This design comes from an exercise in tuning for small area on the open sky130 flow, not from production work. Function was checked by simulation only, so behaviour that the tests miss may differ from the original. Power and IR drop assume default switching activity.

## config.mk

```make
export PLATFORM = sky130hd
export DESIGN_NAME = pm2_cpu
export DESIGN_NICKNAME = pm2_cpu
export VERILOG_FILES = /design/flow/design.v
export SDC_FILE = /design/flow/constraint.sdc
export NUM_CORES = 4
export LEC_CHECK = 0
export CAP_MARGIN = 20
export CORE_MARGIN = 2
export CORE_UTILIZATION = 40
export SLEW_MARGIN = 20
```

## constraint.sdc

```tcl
create_clock -name core_clock -period 12.0 [get_ports {clk}]
set_input_delay 2.4000 -clock core_clock [delete_from_list [all_inputs] [get_ports {clk}]]
set_output_delay 2.4000 -clock core_clock [all_outputs]
set_load 0.01 [all_outputs]
```

## design.v

```verilog
module pm2_cpu (
    input  wire        clk,
    input  wire        rst,           
    output reg         mem_req,
    output reg         mem_we,
    output reg         mem_word,
    output reg  [31:0] mem_addr,
    output reg  [31:0] mem_wdata,
    input  wire [31:0] mem_rdata,
    input  wire        mem_ready,
    output wire        halted
);
    localparam [2:0] S_FETCH = 3'd0,
                     S_EXEC  = 3'd1,
                     S_MEM   = 3'd2,
                     S_DIV   = 3'd3,
                     S_HALT  = 3'd4;
    localparam [7:0] OP_JMP  = 8'h08, OP_BEQ = 8'h10, OP_BNE = 8'h11,
                     OP_ADD  = 8'h58, OP_SUB = 8'h59, OP_MUL = 8'h5A,
                     OP_DIV  = 8'h5B, OP_AND = 8'h5C, OP_OR  = 8'h5D,
                     OP_XOR  = 8'h5E, OP_NOT = 8'h5F, OP_CMP = 8'h60,
                     OP_LD   = 8'h80, OP_LDB = 8'h81, OP_ST  = 8'h82,
                     OP_STB  = 8'h83, OP_LDC = 8'h90, OP_HALT = 8'hFF;
    localparam [31:0] RAM_SIZE = 32'h0100_0000;
    function [2:0] op_width;
        input [7:0] op;
        begin
            case (op)
                OP_JMP, OP_BEQ, OP_BNE:                 op_width = 3'd5;
                OP_ADD, OP_SUB, OP_MUL, OP_DIV,
                OP_AND, OP_OR, OP_XOR:                  op_width = 3'd4;
                OP_NOT, OP_CMP:                         op_width = 3'd3;
                OP_LD, OP_LDB, OP_ST, OP_STB, OP_LDC:   op_width = 3'd6;
                default:                                op_width = 3'd1;
            endcase
        end
    endfunction
    reg [2:0]  state;
    reg [31:0] ip;
    reg        zf;
    reg [31:0] g [0:15];
    reg [7:0]  ib0, ib1, ib2, ib3, ib4, ib5;
    reg [2:0]  cnt;
    reg [31:0] div_q;
    reg [31:0] div_r;
    reg [31:0] div_d;
    reg [5:0]  div_cnt;
    assign halted = (state == S_HALT);
    wire [2:0]  width = op_width(ib0);
    wire [31:0] imm   = {ib2, ib3, ib4, ib5};    
    wire [31:0] tgt   = {ib1, ib2, ib3, ib4};    
    wire [31:0] ip_next = ip + {29'd0, width};
    wire is_rrr = (ib0 == OP_ADD) || (ib0 == OP_SUB) || (ib0 == OP_MUL) ||
                  (ib0 == OP_DIV) || (ib0 == OP_AND) || (ib0 == OP_OR)  ||
                  (ib0 == OP_XOR);
    wire is_rr  = (ib0 == OP_NOT) || (ib0 == OP_CMP);
    wire regs_ok = is_rrr ? (ib1 < 8'd16 && ib2 < 8'd16 && ib3 < 8'd16) :
                   is_rr  ? (ib1 < 8'd16 && ib2 < 8'd16) :
                            (ib1 < 8'd16);
    wire [31:0] rs1_val = g[ib2[3:0]];
    wire [31:0] rs2_val = g[ib3[3:0]];
    wire [31:0] ra_val  = g[ib1[3:0]];    
    wire [31:0] rb_val  = g[ib2[3:0]];    
    reg  [31:0] alu_res;
    always @(*) begin
        case (ib0)
            OP_ADD:  alu_res = rs1_val + rs2_val;
            OP_SUB:  alu_res = rs1_val - rs2_val;
            OP_MUL:  alu_res = rs1_val * rs2_val;
            OP_AND:  alu_res = rs1_val & rs2_val;
            OP_OR:   alu_res = rs1_val | rs2_val;
            OP_XOR:  alu_res = rs1_val ^ rs2_val;
            OP_NOT:  alu_res = ~rb_val;
            default: alu_res = 32'd0;
        endcase
    end
    wire [32:0] div_shift = {div_r, div_q[31]};
    wire [32:0] div_diff  = div_shift - {1'b0, div_d};
    wire        div_bit   = ~div_diff[32];
    always @(*) begin
        mem_req   = 1'b0;
        mem_we    = 1'b0;
        mem_word  = 1'b0;
        mem_addr  = ip + {29'd0, cnt};
        mem_wdata = 32'd0;
        case (state)
            S_FETCH: begin
                mem_req = 1'b1;
            end
            S_MEM: begin
                mem_req   = 1'b1;
                mem_addr  = imm;
                mem_we    = (ib0 == OP_ST) || (ib0 == OP_STB);
                mem_word  = (ib0 == OP_LD) || (ib0 == OP_ST);
                mem_wdata = ra_val;
            end
            default: ;
        endcase
    end
    wire xfer = mem_req && mem_ready;
    integer i;
    always @(posedge clk) begin
        if (rst) begin
            state   <= S_FETCH;
            ip      <= 32'd0;
            zf      <= 1'b0;
            cnt     <= 3'd0;
            ib0     <= 8'd0;
            ib1     <= 8'd0;
            ib2     <= 8'd0;
            ib3     <= 8'd0;
            ib4     <= 8'd0;
            ib5     <= 8'd0;
            div_q   <= 32'd0;
            div_r   <= 32'd0;
            div_d   <= 32'd0;
            div_cnt <= 6'd0;
            for (i = 0; i < 16; i = i + 1)
                g[i] <= 32'd0;
        end else begin
            case (state)
                S_FETCH: begin
                    if (xfer) begin
                        case (cnt)
                            3'd0: ib0 <= mem_rdata[7:0];
                            3'd1: ib1 <= mem_rdata[7:0];
                            3'd2: ib2 <= mem_rdata[7:0];
                            3'd3: ib3 <= mem_rdata[7:0];
                            3'd4: ib4 <= mem_rdata[7:0];
                            default: ib5 <= mem_rdata[7:0];
                        endcase
                        if (cnt + 3'd1 == ((cnt == 3'd0) ? op_width(mem_rdata[7:0]) : width)) begin
                            cnt   <= 3'd0;
                            state <= S_EXEC;
                        end else begin
                            cnt <= cnt + 3'd1;
                        end
                    end
                end
                S_EXEC: begin
                    state <= S_FETCH;
                    ip    <= ip_next;
                    case (ib0)
                        OP_ADD, OP_SUB, OP_MUL, OP_AND, OP_OR, OP_XOR, OP_NOT: begin
                            if (regs_ok) begin
                                g[ib1[3:0]] <= alu_res;
                                zf          <= (alu_res == 32'd0);
                            end
                        end
                        OP_DIV: begin
                            if (regs_ok && rs2_val != 32'd0) begin
                                div_q   <= rs1_val;
                                div_r   <= 32'd0;
                                div_d   <= rs2_val;
                                div_cnt <= 6'd0;
                                ip      <= ip;
                                state   <= S_DIV;
                            end
                        end
                        OP_CMP: begin
                            if (regs_ok)
                                zf <= (ra_val == rb_val);
                        end
                        OP_LDC: begin
                            if (regs_ok)
                                g[ib1[3:0]] <= imm;
                        end
                        OP_LD, OP_LDB, OP_ST, OP_STB: begin
                            if (regs_ok) begin
                                ip    <= ip;
                                state <= S_MEM;
                            end
                        end
                        OP_JMP: begin
                            if (tgt >= RAM_SIZE)
                                state <= S_HALT;
                            else
                                ip <= tgt;
                        end
                        OP_BEQ: if (zf)  ip <= tgt;
                        OP_BNE: if (!zf) ip <= tgt;
                        OP_HALT: state <= S_HALT;
                        default: ;    
                    endcase
                end
                S_MEM: begin
                    if (xfer) begin
                        if (ib0 == OP_LD)
                            g[ib1[3:0]] <= mem_rdata;
                        else if (ib0 == OP_LDB)
                            g[ib1[3:0]] <= {24'd0, mem_rdata[7:0]};
                        ip    <= ip_next;
                        state <= S_FETCH;
                    end
                end
                S_DIV: begin
                    div_q   <= {div_q[30:0], div_bit};
                    div_r   <= div_bit ? div_diff[31:0] : div_shift[31:0];
                    div_cnt <= div_cnt + 6'd1;
                    if (div_cnt == 6'd31) begin
                        g[ib1[3:0]] <= {div_q[30:0], div_bit};
                        zf          <= ({div_q[30:0], div_bit} == 32'd0);
                        ip          <= ip_next;
                        state       <= S_FETCH;
                    end
                end
                default: ;    
            endcase
        end
    end
endmodule
```

## run.sh

```bash
#!/bin/bash
# synth_recipe.tcl (not shown) runs the flow's synth.tcl, then flattens the netlist and writes it again
# the make line also repeats each setting of config.mk as NAME=value (left out here)
make -C /OpenROAD-flow-scripts/flow DESIGN_CONFIG=/design/flow/config.mk WORK_HOME=/design/flow/orfs CLKGATE_MAP_FILE= SYNTH_SCRIPT=/design/flow/synth_recipe.tcl finish
```

==> results.txt <==
## cells in the final DEF, fill, tap and decap left out, types with 160 or more instances in the layout
cell type  instances
nand2_1          577
xnor2_1          160
buf_4            200
nor2_1          1107
edfxtp_1         512
fa_1             412
mux4_2           419
a21oi_1          262
ha_1             263
inv_1            549
dfxtp_1          189
## power groups by stage
stage | combinational, mW | clock [mW] | sequential (mW)
2_1_floorplan | 4.22 | 0 | 2.84
3_3_place_gp | 6.09 | 0 | 2.89
3_5_place_dp | 6.12 | 0 | 2.89
4_1_cts | 6.16 | 2.69 | 2.84
5_1_grt | 6.86 | 2.77 | 2.86
6_report | 6.33 | 2.67 | 2.85
## metrics by stage
step	setup WS, ns	hold slack (ns)	total power [mW]	instances	area (um^2)
floorplan	2.13	0.436	7.05	6132	62400
global placement	1.32	0.445	8.98	8040	66100
detailed placement	1.34	0.447	9.02	8040	66100
CTS	1.30	0.460	11.7	8191	69000
global route	0.769	0.471	12.5	8192	69000
finish	0.985	0.457	11.8	8196	69000
## layout make-up
class	instances	area (um^2)
fill	14500	85600
timing repair buffer	307	2610
antenna	4	10.0
tap	2044	2560
inverter	577	2170
clock buffer	104	2280
sequential	713	19400
multi-input combinational	4400	39400
clock inverter	47	533
## registers in the layout, indices dropped and copies added (netlist names), named ones only
| signal | cells |
|---|---|
| zf | 1 |
| ib0 | 8 |
| ib1 | 8 |
| div_cnt | 6 |
| div_d | 32 |
| g | 512 |
| ib4 | 8 |
| ib3 | 8 |
| ib5 | 8 |
| state | 3 |
| div_r | 32 |
| ib2 | 8 |
| ip | 32 |
| cnt | 3 |
| div_q | 32 |
## kinds of logic after synthesis
logic type / after synthesis
flip-flops: 713
AND/OR/NAND/NOR: 2096
XOR/XNOR: 225
adder cells (fa/ha/maj): 675
buffers and inverters: 1019
AO/OA/AOI/OAI: 860
multiplexers: 544
## per-layer routing
metal,GRT usage,part of all wire,vias up
li1,-,-,21300
met1,0.393,0.36,25800
met2,0.478,0.44,3559
met3,0.0869,0.12,894
met4,0.176,0.068,10
met5,0,0.00023,-
## critical path, delay by kind of cell, from the launching register on
family | cells | cell delay (ns)
AOI/OAI and AO/OA | 7 | 2.45
xor gates and xnor gates | 1 | 0.44
adders and majority gates | 10 | 4.74
buffers and inverters | 6 | 1.32
DFF | 1 | 0.90
muxes | 1 | 0.33
and+or+nand+nor | 3 | 0.46
## worst min path at each step
stage / endpoint / slack, ns / cells after the start
floorplan: div_d[10] / 0.44 / 2
global placement: div_d[6] / 0.44 / 2
detailed placement: div_d[13] / 0.45 / 2
CTS: div_d[6] / 0.46 / 2
global route: div_d[7] / 0.47 / 2
finish: div_d[21] / 0.46 / 2
==> summary.txt <==
Critical path
  – Worst path most repeated cell: fa_1
  – R2R setup slack: about 0.99 ns
  – CP max-delay cell: dfxtp_4
  – CP Capture Type: flip-flop
  – Crit path launch type: flip-flop
  – CP max stage delay: 0.90 ns
  – Critical path peak fanout: 47
  – Worst Setup EP: g[5][31]
  – WP data arrival: 11.46 ns
  – Worst path required time: approximately 12 ns
  – WS Path Type: reg -> reg
  – Worst flop-to-flop path endpoint: g[5][31]
  – R2R cell count: 28

Detailed routing
  – DRT Pass-1 Iters: 6
  – Drt drc: 0
  – DR iter-0 viols: about 6,600
  – Via count: slightly above 50,000
  – DR WL/cell: ~30 um
  – WL final: 248,000 um
  – Via density: between 6 and 7
  – Post-route ant nets: 0

Yosys
  – Post-synthesis cell count: between 6,000 and 7,000
  – Syn Area/Cell: a little over 10 um^2
  – Post-Synth Adder-Cell Area: 0.185
  – Simple-gate share of the synthesized area: 0.140
  – FFs w/ async S/R, synth: 0
  – Most instantiated library cell after synthesis: nor2_1
  – Number of synthesized flops with an enable pin: 512
  – Post-synth top flop: edfxtp_1
  – Synth area leaders: edfxtp_1 (25%), mux4_2 (15%), fa_1 (13%), nor2_1 (6.7%), dfxtp_1 (6.4%)
  – Top cells by count, synth: nor2_1 (1,110), nand2_1 (589), inv_1 (549)
  – Yosys warns: 1
  – Sequential area share after synthesis: 0.311
  – Post-synthesis mux area share: 0.176
  – Synthesized cell area: between 0.06 and 0.07 mm^2
  – Synth Net Count: between 6,000 and 7,000
  – Yosys top cell by area: edfxtp_1
  – Unique masters post-synth: 93
  – Synth top area share: 0.246
  – Flops & latches, synth: 713
  – Main combinational cell family by area after synthesis: adder cells
  – Synth Area in Compound Gates: 0.0908
  – Synth Area in XOR/XNOR: 0.0320

Pwr
  – Combinational share of power: 0.535
  – Switching Fraction: 0.439
  – Leakage power: around 26 nW
  – Power per Cell Area: approximately 170 mW/mm^2
  – Clk pwr share: 0.225
  – VDD IR-drop max: ~400 uV
  – Sw Pwr: 5.21 mW
  – Sequential power share: 0.240
  – Pint: 6.64 mW

Floorplan
  – Core region area: between 0.15 and 0.2 mm^2
  – Die X: ~400 um
  – # rows: approximately 140
  – Initial Utilization: 0.404
  – Die ar.: between 0.15 and 0.2 mm^2
  – Die Y: approximately 400 um
  – I/O pin count: slightly above 100

CTS
  – Post CTS Setup Buffer Count: 0
  – CTS tree: built
  – H-tree depth: 3
  – Cts bufs inserted: 81
  – Clk latency of the worst-skew pair: between 0.7 and 0.8 ns
  – Clock Tree Buf Depth: 3
  – Clock Sinks: 713
  – Hold Buf Count CTS: 0
  – Clock transition at the registers of the reported paths: approximately 0.060 ns
  – CTS resizes: 0
  – Root Driver: clkbuf_16

STA
  – Final setup violation count: 0
  – Unrepaired setup endpoints after global routing: no
  – Peak Freq: 90.8 MHz
  – Final slew viol count: 0
  – Period minus WS final: around 11 ns
  – Final Hold Viols: 0
  – Slew @ Worst Pin: about 1.1 ns
  – Setup TNS: 0 ns
  – Final Cycle Share: 0.918
  – Setup Skew: about 0.054 ns
  – Max_slew headroom: 0.244

Outcome
  – Status: complete, no violations

Global routing
  – Pin count of the biggest net entering global routing: between 80 and 90
  – First-pass GRT wire length: ~360,000 um
  – Vias in the first global route: about 50,000
  – GRT overflow: 0
  – Global Route Usage Sum: 0.310
  – Initial antenna violation count: 12

Placement
  – Port bufs: 102
  – Gpl congestion: 1.00
  – Hpwl dp: between 150,000 and 200,000 um

Min path
  – HP Class: reg -> reg
  – Hold Crit Start: div_d[21]

Finish
  – Final Util: 0.446
  – Share of post-route cells with drive strength above 1: 0.148
  – Fin nets: 6,790
  – Layout area overhead: 10.5%

Flow run
  – Max-Cap Viols: 0

[separate check: timing with driven ports]
The flow's constraints put no driver on any port. The routed layout listed below was extracted and timed again, unchanged, in two steps.
Step 1: set_driving_cell puts a clkbuf_16 on clk and a buf_2 on each other input, an assumption about the parent block.
Step 2 moves the port delays by t, midway between the first and last clock arrival at a register: inputs arrive t later, outputs are due t later. That takes back most of the time a late clock gives input paths.
Slacks: ideal ports / drivers / drivers and shift; pairs: ideal ports / drivers.
t (ns): 0.789
setup slack, ns: 0.985 / 0.985 / 0.985
clock arrival spread, ns: 0.054 / 0.054
pins driven straight from the clock port: 1
After both steps this run still meets setup and hold. The setup slack of this run moves by 0.000 ns with the drivers and by 0.000 ns with both steps.
